What follows belongs to an exercise in optimizing a design on an open flow for small area, a short achievable clock period and few clock cycles; a production flow would make more cautious choices.
Function was checked by simulation only, so behaviour that the tests miss may differ from the original.
Power figures rest on the tool's default switching activity, not on a simulated workload.

`design/flow/design.v`:
```
module spitfp_core (
    input  wire       clk,
    input  wire       rst,         
    input  wire       in_valid,
    output wire       in_ready,
    input  wire [7:0] in_data,
    output wire       out_valid,
    input  wire       out_ready,
    output wire [7:0] out_data
);
    localparam [20:0] BAUD_MIN      = 21'd400000;
    localparam [20:0] BAUD_MAX      = 21'd2000000;
    localparam [20:0] BAUD_RESET    = 21'd1400000;
    localparam [20:0] DYN_MIN_RESET = 21'd400000;
    localparam [3:0] OP_RESET   = 4'h1;
    localparam [3:0] OP_TICK    = 4'h2;
    localparam [3:0] OP_RX      = 4'h3;
    localparam [3:0] OP_TX      = 4'h4;
    localparam [3:0] OP_SUBMIT  = 4'h5;
    localparam [3:0] OP_DRAIN   = 4'h6;
    localparam [3:0] OP_RDREG   = 4'h7;
    localparam [3:0] OP_SETBAUD = 4'h8;
    localparam [3:0] OP_SETDYN  = 4'h9;
    localparam [3:0] OP_PROPOSE = 4'hA;
    localparam [1:0] RX_SEEK = 2'd0;
    localparam [1:0] RX_ACC  = 2'd1;
    localparam [1:0] RX_FC   = 2'd2;
    localparam [1:0] TX_IDLE = 2'd0;
    localparam [1:0] TX_DATA = 2'd1;
    localparam [1:0] TX_ACK  = 2'd2;
    localparam [1:0] CS_OPC = 2'd0;
    localparam [1:0] CS_ARG = 2'd1;
    localparam [1:0] CS_SUB = 2'd2;
    localparam [1:0] EV_IDLE  = 2'd0;
    localparam [1:0] EV_BADL  = 2'd1;
    localparam [1:0] EV_BADCS = 2'd2;
    localparam [1:0] EV_FRAME = 2'd3;
    function [31:0] sinc;
        input [31:0] x;
        sinc = (&x) ? x : x + 32'd1;
    endfunction
    function [7:0] rotl;
        input [7:0] x;
        rotl = {x[6:0], x[7]};
    endfunction
    reg [7:0]  rb   [0:63];
    reg [7:0]  pbuf [0:23];      
    reg [7:0]  srx  [0:23];      
    reg [5:0]  head;
    reg [5:0]  tail;
    reg [6:0]  used;
    reg [1:0]  rx_state;
    reg [4:0]  rx_len;
    reg [4:0]  send_len;
    reg [4:0]  slot_tx_len;
    reg [4:0]  slot_rx_len;
    reg [1:0]  tx_src;
    reg [4:0]  tx_idx;
    reg        tx_sent, tx_due, tx_rel;
    reg [7:0]  tx_seqb, tx_sum;
    reg [3:0]  seq_cur, sls;
    reg        ack_owed;
    reg [31:0] now_reg, last_send, zero_run;
    reg [31:0] c_eack, c_efr, c_emsg, c_eovf, c_brick, c_brlet;
    reg [20:0] baud_cfg, baud_cur, baud_new, dyn_min;
    reg        baud_change, dyn_en;
    reg [7:0] ib0, ib1;
    reg       iv0, iv1;
    reg       in_rdy;
    assign in_ready = in_rdy;
    wire in_fire = in_valid & in_rdy;
    wire go;
    always @(posedge clk) begin
        if (rst) begin
            iv0 <= 1'b0;
            iv1 <= 1'b0;
            in_rdy <= 1'b1;
        end else if (go) begin
            if (iv1) begin
                ib0 <= ib1;
                iv0 <= 1'b1;
            end else begin
                ib0 <= in_data;
                iv0 <= in_fire;
            end
            iv1 <= 1'b0;
            in_rdy <= 1'b1;
        end else begin
            if (!iv0) begin
                ib0 <= in_data;
                iv0 <= in_fire;
            end else if (!iv1) begin
                ib1 <= in_data;
                iv1 <= in_fire;
            end
            in_rdy <= !(iv1 | (iv0 & in_fire));
        end
    end
    reg [1:0]  cs;
    reg [3:0]  op;
    reg [2:0]  acnt;            
    reg [23:0] arg;             
    reg        en_b;            
    reg [7:0]  sub_rem;
    reg [4:0]  sub_n, sub_cnt;
    reg [1:0]  sub_st;          
    reg        f_ltmin, f_gtmax, f_ltdyn;    
    reg        t_borrow, t_lo, t_hz;         
    reg        sc_act;
    reg        sc_m;            
    reg        rd_v;            
    reg [7:0]  rd_q;
    reg [5:0]  sp;              
    reg [4:0]  si, sL, sLm1, cj;
    reg [7:0]  sh, sseq;
    reg        scopy;
    reg        ov;
    reg [7:0]  od;
    reg        r_act, r_drain;
    reg [4:0]  r_idx, r_last, r_sel;
    assign out_valid = ov;
    assign out_data  = od;
    wire ld = !ov || out_ready;
    wire       used0    = (used == 7'd0);
    wire       rd_len   = (rd_q >= 8'd3) && (rd_q <= 8'd27);
    wire       rd_short = ({1'b0, used} < rd_q);
    wire       c_cse    = (si == sLm1);
    wire       c_good   = (rd_q == sh);
    wire       c_data   = (sL != 5'd3);
    wire [3:0] c_own    = sseq[7:4];
    wire [3:0] c_ackn   = sseq[3:0];
    wire       c_new    = c_data && (c_own != 4'd0) && (c_own != sls);
    wire       c_stall  = c_new && (slot_rx_len != 5'd0);
    wire       ack_match = (send_len != 5'd0) && tx_sent && (c_ackn == seq_cur);
    wire [3:0] seq_next  = (seq_cur == 4'd15) ? 4'd1 : seq_cur + 4'd1;
    wire [7:0] b      = ib0;
    wire       is_opc = (cs == CS_OPC);
    wire       is_arg = (cs == CS_ARG);
    wire       is_sub = (cs == CS_SUB);
    wire       a_last = is_arg && (acnt == 3'd1);
    wire       s_last = is_sub && (sub_rem == 8'd1);
    wire       b_hi0  = (b[7:4] == 4'd0);
    wire       b_quiet = b_hi0 && (b[3:0] == OP_RESET || b[3:0] == OP_TICK ||
                                   b[3:0] == OP_RX || b[3:0] == OP_SUBMIT ||
                                   b[3:0] == OP_RDREG || b[3:0] == OP_SETBAUD ||
                                   b[3:0] == OP_SETDYN || b[3:0] == OP_PROPOSE);
    reg want;
    always @(*) begin
        want = 1'b0;
        if (is_opc)       want = !b_quiet;
        else if (a_last)  want = (op == OP_RDREG) || (op == OP_SETBAUD) ||
                                 (op == OP_SETDYN) || (op == OP_PROPOSE) ||
                                 ((op == OP_SUBMIT) && (b == 8'd0));
        else if (s_last)  want = 1'b1;
    end
    wire stall = r_act || (want && !ld) || (a_last && (op == OP_TICK) && sc_act);
    assign go = iv0 && !stall;
    wire [1:0] kb = 2'd0 - acnt[1:0];       
    reg  [7:0] cmin_b, cmax_b, dyn_b, ls_b;
    always @(*) begin
        case (kb)
            2'd0: begin cmin_b = 8'h80; cmax_b = 8'h80; end
            2'd1: begin cmin_b = 8'h1A; cmax_b = 8'h84; end
            2'd2: begin cmin_b = 8'h06; cmax_b = 8'h1E; end
            default: begin cmin_b = 8'h00; cmax_b = 8'h00; end
        endcase
        case (kb)
            2'd0: begin dyn_b = dyn_min[7:0];           ls_b = last_send[7:0];   end
            2'd1: begin dyn_b = dyn_min[15:8];          ls_b = last_send[15:8];  end
            2'd2: begin dyn_b = {3'd0, dyn_min[20:16]}; ls_b = last_send[23:16]; end
            default: begin dyn_b = 8'd0;                ls_b = last_send[31:24]; end
        endcase
    end
    wire       k0      = (acnt == 3'd4);
    wire       n_ltmin = (b < cmin_b) || ((b == cmin_b) && !k0 && f_ltmin);
    wire       n_gtmax = (b > cmax_b) || ((b == cmax_b) && !k0 && f_gtmax);
    wire       n_ltdyn = (b < dyn_b)  || ((b == dyn_b)  && !k0 && f_ltdyn);
    wire [8:0] t_sub   = {1'b0, b} - {1'b0, ls_b} - {8'd0, (!k0 && t_borrow)};
    wire       t_to    = !(t_lo && t_hz && (t_sub[7:0] == 8'd0));    
    wire [20:0] v21    = arg[20:0];
    wire [20:0] clampv = n_ltmin ? BAUD_MIN : (n_gtmax ? BAUD_MAX : v21);
    wire [20:0] propv  = n_ltdyn ? dyn_min  : (n_gtmax ? BAUD_MAX : v21);
    reg [31:0] reg_val;
    always @(*) begin
        case (r_sel)
            5'h00: reg_val = {19'd0, (zero_run[31:4] != 28'd0), tx_rel, tx_due, tx_sent,
                              tx_src, rx_state, baud_change, ack_owed,
                              (send_len != 5'd0),
                              (slot_tx_len != 5'd0) || (send_len != 5'd0),
                              (slot_rx_len != 5'd0)};
            5'h01: reg_val = {16'd0, 3'd0, tx_idx, sls, seq_cur};
            5'h02: reg_val = c_eack;
            5'h03: reg_val = c_efr;
            5'h04: reg_val = c_emsg;
            5'h05: reg_val = c_eovf;
            5'h06: reg_val = c_brick;
            5'h07: reg_val = c_brlet;
            5'h08: reg_val = {11'd0, baud_cfg};
            5'h09: reg_val = {11'd0, baud_cur};
            5'h0A: reg_val = {11'd0, baud_new};
            5'h0B: reg_val = {31'd0, dyn_en};
            5'h0C: reg_val = {11'd0, dyn_min};
            5'h0D: reg_val = zero_run;
            5'h0E: reg_val = last_send;
            5'h0F: reg_val = {3'd0, rx_len, 3'd0, slot_rx_len, 3'd0, slot_tx_len, 3'd0, send_len};
            5'h10: reg_val = {25'd0, used};
            5'h11: reg_val = now_reg;
            default: reg_val = 32'd0;
        endcase
    end
    reg [7:0] r_byte;
    always @(*) begin
        if (r_drain)
            r_byte = srx[r_idx];
        else case (r_idx[1:0])
            2'd0: r_byte = reg_val[7:0];
            2'd1: r_byte = reg_val[15:8];
            2'd2: r_byte = reg_val[23:16];
            default: r_byte = reg_val[31:24];
        endcase
    end
    wire       tx_last = (tx_idx == send_len - 5'd1);
    wire [7:0] txd_b   = (tx_idx == 5'd1) ? tx_seqb :
                         tx_last ? tx_sum : pbuf[tx_idx - 5'd2];
    wire [7:0] txa_b   = (tx_idx == 5'd1) ? tx_seqb : tx_sum;
    reg [7:0] p0;
    always @(*) begin
        p0 = 8'h03;
        if (is_opc) begin
            if (b_hi0 && b[3:0] == OP_TX) begin
                if (tx_src == TX_IDLE)
                    p0 = tx_due ? {3'd0, send_len} : (ack_owed ? 8'h03 : 8'h00);
                else if (tx_src == TX_DATA)
                    p0 = txd_b;
                else
                    p0 = txa_b;
            end else if (b_hi0 && b[3:0] == OP_DRAIN) begin
                p0 = {3'd0, slot_rx_len};
            end
        end else if (a_last) begin
            case (op)
                OP_RDREG:   p0 = (b <= 8'h11) ? 8'd0 : 8'd3;
                OP_PROPOSE: p0 = dyn_en ? 8'd0 : 8'd4;
                OP_SUBMIT:  p0 = 8'd2;
                default:    p0 = 8'd0;
            endcase
        end else begin
            p0 = {6'd0, sub_st};
        end
    end
    wire op_reset = go && is_opc && b_hi0 && (b[3:0] == OP_RESET);
    always @(posedge clk) begin
        if (go && want) begin
            od <= p0;
            ov <= 1'b1;
        end else if (r_act && ld) begin
            od <= r_byte;
            ov <= 1'b1;
            r_idx <= r_idx + 5'd1;
            if (r_idx == r_last) r_act <= 1'b0;
        end else if (ld) begin
            ov <= 1'b0;
        end
        if (sc_act) begin
            rd_q <= rb[sp];
            sp   <= sp + 6'd1;
            rd_v <= 1'b1;
            if (rd_v) begin
                if (!sc_m) begin
                    if (used0) begin
                        sc_act   <= 1'b0;
                        rx_state <= RX_SEEK;
                        rx_len   <= 5'd0;
                    end else if (rd_q == 8'd0) begin
                        head     <= head + 6'd1;
                        used     <= used - 7'd1;
                        zero_run <= sinc(zero_run);
                    end else if (!rd_len) begin
                        head     <= head + 6'd1;
                        used     <= used - 7'd1;
                        c_efr    <= sinc(c_efr);
                    end else if (rd_short) begin
                        sc_act   <= 1'b0;
                        rx_state <= RX_ACC;
                        rx_len   <= rd_q[4:0];
                    end else begin
                        sc_m  <= 1'b1;
                        sL    <= rd_q[4:0];
                        sLm1  <= rd_q[4:0] - 5'd1;
                        si    <= 5'd1;
                        cj    <= 5'd0;
                        sh    <= rotl(rd_q);
                        scopy <= (slot_rx_len == 5'd0);
                    end
                end else if (!c_cse) begin
                    sh <= rotl(sh ^ rd_q);
                    if (si == 5'd1) sseq <= rd_q;
                    else begin
                        if (scopy) srx[cj] <= rd_q;
                        cj <= cj + 5'd1;
                    end
                    si <= si + 5'd1;
                end else if (!c_good) begin
                    if (sL == 5'd3) c_eack <= sinc(c_eack);
                    else            c_emsg <= sinc(c_emsg);
                    head <= head + 6'd1;
                    used <= used - 7'd1;
                    sc_m <= 1'b0;
                    sp   <= head + 6'd1;
                    rd_v <= 1'b0;
                end else if (c_stall) begin
                    sc_act   <= 1'b0;
                    sc_m     <= 1'b0;
                    rx_state <= RX_FC;
                    rx_len   <= sL;
                end else begin
                    sc_m     <= 1'b0;
                    head     <= head + {1'b0, sL};
                    used     <= used - {2'd0, sL};
                    zero_run <= 32'd0;
                    if (ack_match) begin
                        if (tx_src == TX_DATA) begin
                            tx_rel <= 1'b1;
                        end else begin
                            send_len <= 5'd0;
                            tx_sent  <= 1'b0;
                            tx_due   <= 1'b0;
                            tx_rel   <= 1'b0;
                            seq_cur  <= seq_next;
                        end
                    end
                    if (c_data) begin
                        if (c_own == 4'd0) begin
                            c_efr <= sinc(c_efr);
                        end else if (c_own == sls) begin
                            ack_owed <= 1'b1;
                        end else begin
                            slot_rx_len <= sL - 5'd3;
                            sls         <= c_own;
                            ack_owed    <= 1'b1;
                            c_brlet     <= sinc(c_brlet);
                        end
                    end
                end
            end
        end
        if (go) begin
            case (cs)
            CS_OPC: begin
                op <= b[3:0];
                if (b_hi0) begin
                    case (b[3:0])
                        OP_TICK: begin
                            cs <= CS_ARG; acnt <= 3'd4;
                            sc_act <= 1'b1; sc_m <= 1'b0; rd_v <= 1'b0; sp <= head;
                        end
                        OP_RX:      begin cs <= CS_ARG; acnt <= 3'd1; end
                        OP_SUBMIT:  begin cs <= CS_ARG; acnt <= 3'd1; end
                        OP_RDREG:   begin cs <= CS_ARG; acnt <= 3'd1; end
                        OP_SETBAUD: begin cs <= CS_ARG; acnt <= 3'd4; end
                        OP_PROPOSE: begin cs <= CS_ARG; acnt <= 3'd4; end
                        OP_SETDYN:  begin cs <= CS_ARG; acnt <= 3'd5; end
                        OP_TX: begin
                            if (tx_src == TX_IDLE) begin
                                if (tx_due) begin
                                    tx_seqb   <= {seq_cur, sls};
                                    tx_sum    <= rotl({3'd0, send_len});
                                    tx_src    <= TX_DATA;
                                    tx_idx    <= 5'd1;
                                    tx_due    <= 1'b0;
                                    tx_sent   <= 1'b1;
                                    last_send <= now_reg;
                                    ack_owed  <= 1'b0;
                                end else if (ack_owed) begin
                                    tx_seqb  <= {4'd0, sls};
                                    tx_sum   <= 8'h06;
                                    tx_src   <= TX_ACK;
                                    tx_idx   <= 5'd1;
                                    ack_owed <= 1'b0;
                                end
                            end else if (tx_src == TX_DATA) begin
                                tx_sum <= rotl(tx_sum ^ txd_b);
                                if (tx_last) begin
                                    tx_src <= TX_IDLE;
                                    tx_idx <= 5'd0;
                                    if (tx_rel) begin
                                        send_len <= 5'd0;
                                        tx_sent  <= 1'b0;
                                        tx_due   <= 1'b0;
                                        tx_rel   <= 1'b0;
                                        seq_cur  <= seq_next;
                                    end
                                end else begin
                                    tx_idx <= tx_idx + 5'd1;
                                end
                            end else begin
                                tx_sum <= rotl(tx_sum ^ txa_b);
                                if (tx_idx == 5'd2) begin
                                    tx_src <= TX_IDLE;
                                    tx_idx <= 5'd0;
                                end else begin
                                    tx_idx <= tx_idx + 5'd1;
                                end
                            end
                        end
                        OP_DRAIN: begin
                            slot_rx_len <= 5'd0;
                            if (slot_rx_len != 5'd0) begin
                                r_act   <= 1'b1;
                                r_drain <= 1'b1;
                                r_idx   <= 5'd0;
                                r_last  <= slot_rx_len - 5'd1;
                            end
                        end
                        default: ;
                    endcase
                end
            end
            CS_ARG: begin
                acnt <= acnt - 3'd1;
                arg  <= {b, arg[23:8]};
                if (acnt == 3'd5) en_b <= (b != 8'd0);
                f_ltmin  <= n_ltmin;
                f_gtmax  <= n_gtmax;
                f_ltdyn  <= n_ltdyn;
                t_borrow <= t_sub[8];
                if (k0) begin
                    t_lo <= (t_sub[7:0] < 8'd5);
                    t_hz <= 1'b1;
                end else begin
                    t_hz <= t_hz && (t_sub[7:0] == 8'd0);
                end
                if (acnt == 3'd1) begin
                    cs <= CS_OPC;
                    case (op)
                        OP_RX: begin
                            rb[tail] <= b;
                            tail <= tail + 6'd1;
                            if (used[6]) begin
                                head     <= head + 6'd1;
                                c_eovf   <= sinc(c_eovf);
                                rx_state <= RX_SEEK;
                                rx_len   <= 5'd0;
                            end else begin
                                used <= used + 7'd1;
                            end
                        end
                        OP_RDREG: begin
                            r_act   <= 1'b1;
                            r_drain <= 1'b0;
                            r_idx   <= 5'd0;
                            r_last  <= 5'd3;
                            r_sel   <= (b <= 8'h11) ? b[4:0] : 5'h1F;
                        end
                        OP_SUBMIT: begin
                            sub_n   <= b[4:0];
                            sub_rem <= b;
                            sub_cnt <= 5'd0;
                            if (b == 8'd0 || b > 8'd24)
                                sub_st <= 2'd2;
                            else if (slot_tx_len != 5'd0 || send_len != 5'd0)
                                sub_st <= 2'd1;
                            else
                                sub_st <= 2'd0;
                            if (b != 8'd0) cs <= CS_SUB;
                        end
                        OP_TICK: begin
                            now_reg <= {b, arg};
                            if (send_len == 5'd0 && slot_tx_len != 5'd0) begin
                                send_len    <= slot_tx_len + 5'd3;
                                slot_tx_len <= 5'd0;
                                tx_sent     <= 1'b0;
                                tx_rel      <= 1'b0;
                                tx_due      <= 1'b1;
                            end else if (send_len != 5'd0 && tx_sent && !tx_due &&
                                         tx_src != TX_DATA && t_to) begin
                                tx_due <= 1'b1;
                            end
                            if (baud_change && tx_src == TX_IDLE) begin
                                baud_cur    <= baud_new;
                                baud_change <= 1'b0;
                            end
                        end
                        OP_SETBAUD: begin
                            baud_cfg <= clampv;
                            if (!dyn_en) begin
                                baud_new    <= clampv;
                                baud_change <= 1'b1;
                            end
                        end
                        OP_SETDYN: begin
                            dyn_en  <= en_b;
                            dyn_min <= clampv;
                            if (!en_b) begin
                                baud_new    <= baud_cfg;
                                baud_change <= 1'b1;
                            end
                        end
                        OP_PROPOSE: begin
                            if (dyn_en) begin
                                baud_new    <= propv;
                                baud_change <= 1'b1;
                            end
                        end
                        default: ;
                    endcase
                end
            end
            default: begin    
                if (sub_st == 2'd0) pbuf[sub_cnt] <= b;
                sub_cnt <= sub_cnt + 5'd1;
                sub_rem <= sub_rem - 8'd1;
                if (sub_rem == 8'd1) begin
                    cs <= CS_OPC;
                    if (sub_st == 2'd0) begin
                        slot_tx_len <= sub_n;
                        c_brick     <= sinc(c_brick);
                    end
                end
            end
            endcase
        end
        if (rst || op_reset) begin
            head <= 6'd0; tail <= 6'd0; used <= 7'd0;
            rx_state <= RX_SEEK; rx_len <= 5'd0;
            send_len <= 5'd0; slot_tx_len <= 5'd0; slot_rx_len <= 5'd0;
            tx_src <= TX_IDLE; tx_idx <= 5'd0;
            tx_sent <= 1'b0; tx_due <= 1'b0; tx_rel <= 1'b0;
            seq_cur <= 4'd1; sls <= 4'd0; ack_owed <= 1'b0;
            now_reg <= 32'd0; last_send <= 32'd0; zero_run <= 32'd0;
            c_eack <= 32'd0; c_efr <= 32'd0; c_emsg <= 32'd0;
            c_eovf <= 32'd0; c_brick <= 32'd0; c_brlet <= 32'd0;
            baud_cfg <= BAUD_RESET; baud_cur <= BAUD_RESET; baud_new <= BAUD_RESET;
            baud_change <= 1'b0; dyn_en <= 1'b1; dyn_min <= DYN_MIN_RESET;
            cs <= CS_OPC;
            sc_act <= 1'b0;
        end
        if (rst) begin
            ov    <= 1'b0;
            r_act <= 1'b0;
        end
    end
endmodule
```
`design/flow/run.sh`:
```
#!/bin/bash
# synth_recipe.tcl (not shown) runs the flow's synth.tcl, then flattens the netlist and writes it again
# the make line also repeats each setting of config.mk as NAME=value (left out here)
make -C /OpenROAD-flow-scripts/flow DESIGN_CONFIG=/design/flow/config.mk WORK_HOME=/design/flow/orfs CLKGATE_MAP_FILE= SYNTH_SCRIPT=/design/flow/synth_recipe.tcl finish
```
`design/flow/config.mk`:
```
export PLATFORM = sky130hd
export DESIGN_NAME = spitfp_core
export DESIGN_NICKNAME = spitfp_core
export VERILOG_FILES = /design/flow/design.v
export SDC_FILE = /design/flow/constraint.sdc
export NUM_CORES = 4
export LEC_CHECK = 0
export CAP_MARGIN = 20
export CORE_MARGIN = 2
export CORE_UTILIZATION = 40
export PLACE_DENSITY = 0.6
export SLEW_MARGIN = 20
```
`design/flow/constraint.sdc`:
```
create_clock -name core_clock -period 8.0 [get_ports {clk}]
set_input_delay 1.6000 -clock core_clock [delete_from_list [all_inputs] [get_ports {clk}]]
set_output_delay 1.6000 -clock core_clock [all_outputs]
set_load 0.01 [all_outputs]
```
==> summary.log <==
INFO  final_layout   layout.nets=5469
INFO  timing         final_min_period_over_clock_period=61.7%
INFO  global_route   global_route_wire_length_before_repair=307000um
INFO  worst_hold_path worst_hold_path.endpoint=arg[15]
INFO  power_and_ir_drop leakage=24.3nW
INFO  cts            h-tree-depth=4
INFO  cts            clock_latency=0.82ns
INFO  final_layout   registers.top_by_ff_count=rb
INFO  final_layout   register_area=40700squm
INFO  timing         final_worst_setup_slack=3.06ns
INFO  worst_setup_path timing.rr.end=rb[55][4]
INFO  timing         finalHoldWorstSlack=0.435ns
INFO  final_layout   nFillCells=15096
INFO  worst_setup_path cp_max_fo=21
INFO  global_route   globalRouteOverflowTotal=0
INFO  synth          netlist_area=67600squm
INFO  global_route   grt_util_met2=36.7%
INFO  global_route   global_route.usage.met3=5.17%
INFO  power_and_ir_drop power-per-cell-area=223nW/um^2
INFO  outcome        outcome=no timing/DRC/antenna violations
INFO  synth          postSynthNetCount=5500
INFO  die            area_enclosed_by_the_die_boundary=172000squm
INFO  final_layout   largest_reg_flops=512
INFO  die            die_width=415um
INFO  timing         finClkSkew=0.0487ns
INFO  final_layout   syn_to_final_growth=11.9%
INFO  cts            cts_hold_buf=0
INFO  worst_setup_path reg2reg_slack=3.06ns
INFO  cts            post_cts_resized=0
INFO  worst_setup_path worstRegToRegCells=10
INFO  synth          most_frequent_cell_after_synthesis=sky130_fd_sc_hd__edfxtp_1
INFO  synth          syn_avg_cell_area=12.5squm
INFO  place          place.port_buffers=21
INFO  worst_setup_path worstSetupStartpointType=flop
INFO  routing        detailedRoute.firstPassIterationCount=8
INFO  cts            clock_path_buffers=3
INFO  global_route   layer_with_the_highest_usage_after_global_routing=met2
INFO  timing         max_freq=0.202GHz
INFO  synth          synthCells=5387
INFO  routing        antenna_violating_nets_post_route=0
INFO  timing         fin_setup_tns=0ns
INFO  final_layout   reg.largest.list=rb x512, pbuf x192, srx x192
INFO  timing         drv_slew=0
INFO  global_route   globalRouteMet1Util=33.2%
INFO  routing        drt_first_iter_violations=6412
INFO  cts            clockRootBuffer=sky130_fd_sc_hd__clkbuf_16
INFO  final_layout   post_route_cells_drive_above_1_share=12.9%
INFO  global_route   grtUsageTotal=24.0%
INFO  worst_hold_path hold_class=reg2reg
INFO  routing        wl_per_cell=27.4um
INFO  synth          synth_enable_flop_cells=1050
INFO  die            std_cell_rows=150
INFO  global_route   grt_antenna_before_repair=12
INFO  timing         timing.max_slew.rel_slack=20.9%
INFO  place          placed_instance_area=70200squm
INFO  routing        vias_per_cell=6.02
INFO  synth          leading_cell_types_by_total_area_after_synthesis=sky130_fd_sc_hd__edfxtp_1, sky130_fd_sc_hd__dfxtp_1, sky130_fd_sc_hd__mux4_2
INFO  final_layout   multi_input_gate_area=25400squm
INFO  global_route   number_of_global_route_vias_before_repair=43798
INFO  worst_setup_path required=8.44ns
INFO  timing         setup_violations=0
INFO  synth          synth_top_flop_cell=sky130_fd_sc_hd__edfxtp_1
INFO  die            chip_height=415um
INFO  place          dp_hpwl=144000um
INFO  timing         hold_violations=0
INFO  synth          postSynth.asyncResetShare=0%
INFO  synth          postSynthRegisterBits=1505
INFO  cts            cts-buffers-inserted=159
INFO  cts            clkTransAtPathRegs=0.07ns
INFO  timing         grt_setup_unrepaired=false
INFO  synth          post-synth-top-area-fraction=46.6%
INFO  final_layout   layout.cell_area.non_filler=75600squm
INFO  place          gpl.final_weighted_congestion=1.02
INFO  worst_setup_path setup.worst_path.class=reg2reg
INFO  routing        drt-total-wl=211000um
INFO  cts            clkSinkCount=1505
INFO  synth          synth.distinct_cells=101
INFO  worst_setup_path timing.critical_path.arrival=5.38ns
INFO  cts            cts_tree=built
INFO  flow_run       timing.max_cap.violations=0
INFO  power_and_ir_drop vdd_drop_max=198uV
INFO  worst_setup_path r2r-start=acnt[1]
INFO  timing         timing_worst_slew_pin_value=1.18ns
INFO  die            top_level_ports=22
INFO  synth          synth-seq-area-share=60.1%
INFO  synth          yosys_warnings=1
INFO  die            initial_utilization=40.3%
INFO  routing        drt_drc_violations_left=0
INFO  worst_setup_path worstSetupEndpointType=flop
INFO  worst_hold_path holdPathStages=0
INFO  routing        via_count=46294
INFO  synth          post-synth-top-area-cell=sky130_fd_sc_hd__edfxtp_1
INFO  place          pre_cts_setup_slack=2.88ns
INFO  global_route   largest_net_degree_at_the_start_of_global_routing=137
INFO  cts            post_cts_buffers=0
INFO  die            design.core.area=168000squm
INFO  synth          synth.top_cells.by_count=sky130_fd_sc_hd__edfxtp_1, sky130_fd_sc_hd__nor2_1, sky130_fd_sc_hd__nand2_1
INFO  timing         timing.final.crit_period=4.94ns
INFO  worst_hold_path min_from=arg[23]
==> power breakdown <==
group          leakage [nW]  total [mW]  internal (mW)  switching, mW
clock network          2.62        7.63           4.39           3.24
registers              13.1        8.41           8.35         0.0633
logic                  8.57       0.852          0.341          0.512
total                  24.3        16.9           13.1           3.81
==> logic make-up after synthesis <==
logic type	synth area share, %
simple gates	13.3
flops	60.1
compound gates	8.26
buf+inv	2.51
mux	10.0
xor+xnor	3.90
fa+ha+maj	1.91
==> critical path: stages (launching register included) <==
cell and delay [ns]:
sky130_fd_sc_hd__edfxtp_1 0.45, sky130_fd_sc_hd__inv_1 0.13, sky130_fd_sc_hd__ha_1 0.30, sky130_fd_sc_hd__inv_1 0.68, sky130_fd_sc_hd__nor3_1 0.21, sky130_fd_sc_hd__buf_4 0.25, sky130_fd_sc_hd__a31o_2 0.29, sky130_fd_sc_hd__a31o_2 0.27
sky130_fd_sc_hd__nor2_2 0.24, sky130_fd_sc_hd__nand4_1 0.84, sky130_fd_sc_hd__nor2_1 0.90
==> per-stage QoR <==
step                      util [%]  std cells  total power, mW
final                         45.1       7692             16.9
after CTS                     45.1       7686             17.0
after detailed placement      41.9       7397             9.44
after global routing          45.1       7688             17.4
after global placement        41.9       7397             9.43
after floorplan                  -       5387             9.12
==> worst max-delay path by stage <==
stage	startpoint	to	slack, ns	cells after the start
6_report	acnt[1]	rb[55][4]	3.06	10
5_1_grt	acnt[1]	tx_due	2.86	16
4_1_cts	acnt[1]	rb[63][7]	3.08	10
3_5_place_dp	out_ready	baud_new[17]	2.88	7
3_3_place_gp	out_ready	baud_new[17]	2.95	7
2_1_floorplan	ib0[5]	r_sel[0]	3.17	10
==> cells in the final DEF, fill, tap and decap left out, types with 18 or more instances in the layout <==
| cell | netlist | routed |
|---|---|---|
| sky130_fd_sc_hd__a222oi_1 | 28 | 28 |
| sky130_fd_sc_hd__nor3_1 | 99 | 90 |
| sky130_fd_sc_hd__and4_1 | 25 | 25 |
| sky130_fd_sc_hd__nor2b_1 | 25 | 24 |
| sky130_fd_sc_hd__ha_1 | 97 | 96 |
| sky130_fd_sc_hd__nand4_1 | 126 | 126 |
| sky130_fd_sc_hd__buf_4 | 0 | 97 |
| sky130_fd_sc_hd__or3_1 | 37 | 37 |
| sky130_fd_sc_hd__a211oi_1 | 26 | 25 |
| sky130_fd_sc_hd__a221oi_1 | 37 | 37 |
| sky130_fd_sc_hd__a31oi_1 | 30 | 30 |
| sky130_fd_sc_hd__o21ai_0 | 137 | 137 |
| sky130_fd_sc_hd__clkbuf_1 | 204 | 35 |
| sky130_fd_sc_hd__nand3_1 | 209 | 209 |
| sky130_fd_sc_hd__clkinv_2 | 0 | 22 |
| sky130_fd_sc_hd__a22o_1 | 31 | 31 |
| sky130_fd_sc_hd__mux2i_1 | 59 | 59 |
| sky130_fd_sc_hd__clkbuf_16 | 0 | 161 |
| sky130_fd_sc_hd__mux4_2 | 267 | 267 |
| sky130_fd_sc_hd__nor2_1 | 575 | 565 |
| sky130_fd_sc_hd__nand2_1 | 529 | 529 |
| sky130_fd_sc_hd__edfxtp_1 | 1050 | 1050 |
| sky130_fd_sc_hd__inv_1 | 92 | 92 |
| sky130_fd_sc_hd__dfxtp_1 | 455 | 447 |
| sky130_fd_sc_hd__clkinv_1 | 3 | 20 |
| sky130_fd_sc_hd__a22oi_1 | 132 | 132 |
| sky130_fd_sc_hd__and3_1 | 59 | 59 |
| sky130_fd_sc_hd__nand2b_1 | 29 | 29 |
| sky130_fd_sc_hd__nor4_1 | 44 | 42 |
| sky130_fd_sc_hd__a21oi_1 | 262 | 262 |
| sky130_fd_sc_hd__xor2_1 | 179 | 179 |
| sky130_fd_sc_hd__clkdlybuf4s50_1 | 0 | 21 |
| sky130_fd_sc_hd__o211ai_1 | 18 | 18 |
| sky130_fd_sc_hd__xnor2_1 | 122 | 122 |
| sky130_fd_sc_hd__and2_1 | 37 | 37 |
==> cell type report <==
class | count | area share (%)
sequential | 1505 | 53.8
clock buffer | 209 | 5.74
tap | 2204 | 3.65
inverter | 97 | 0.481
antenna | 4 | 0.0132
timing repair buffer | 123 | 1.34
clock inverter | 80 | 1.44
multi-input combinational | 3470 | 33.6
==> metal layers <==
| metal | wire (um) | up-vias |
|---|---|---|
| met4 | 9460 | 12 |
| met5 | 73 | - |
| met3 | 19000 | 443 |
| li1 | - | 20316 |
| met1 | 87200 | 23249 |
| met2 | 95400 | 2274 |
Testbench counts, summed over its fixed seeds: cycles 166,825.

==> port drivers added, routing unchanged <==
How much do the figures lean on ideal ports? The routed layout below was timed once more, with nothing changed but the port constraints.
Step 1 sets driving cells, clkbuf_16 on the clock port and buf_2 on the other inputs (assumed; they add their load-dependent delay and slew).
Step 2 moves the port delays by t, midway between the first and last clock arrival at a register: inputs arrive t later, outputs are due t later. That takes back most of the time a late clock gives input paths.
Slacks: ideal ports / drivers / drivers and shift; pairs: ideal ports / drivers.
t (ns): 0.880
slack for setup (ns): 3.060 / 3.060 / 2.736
hold WS [ns]: 0.435 / 0.435 / 0.435
slew at the worst register clock pin (ns): 0.07 / 0.07
After both steps setup and hold are still met in this run. For this run, drivers alone change the setup slack by 0.000 ns; drivers and shift together by -0.324 ns.
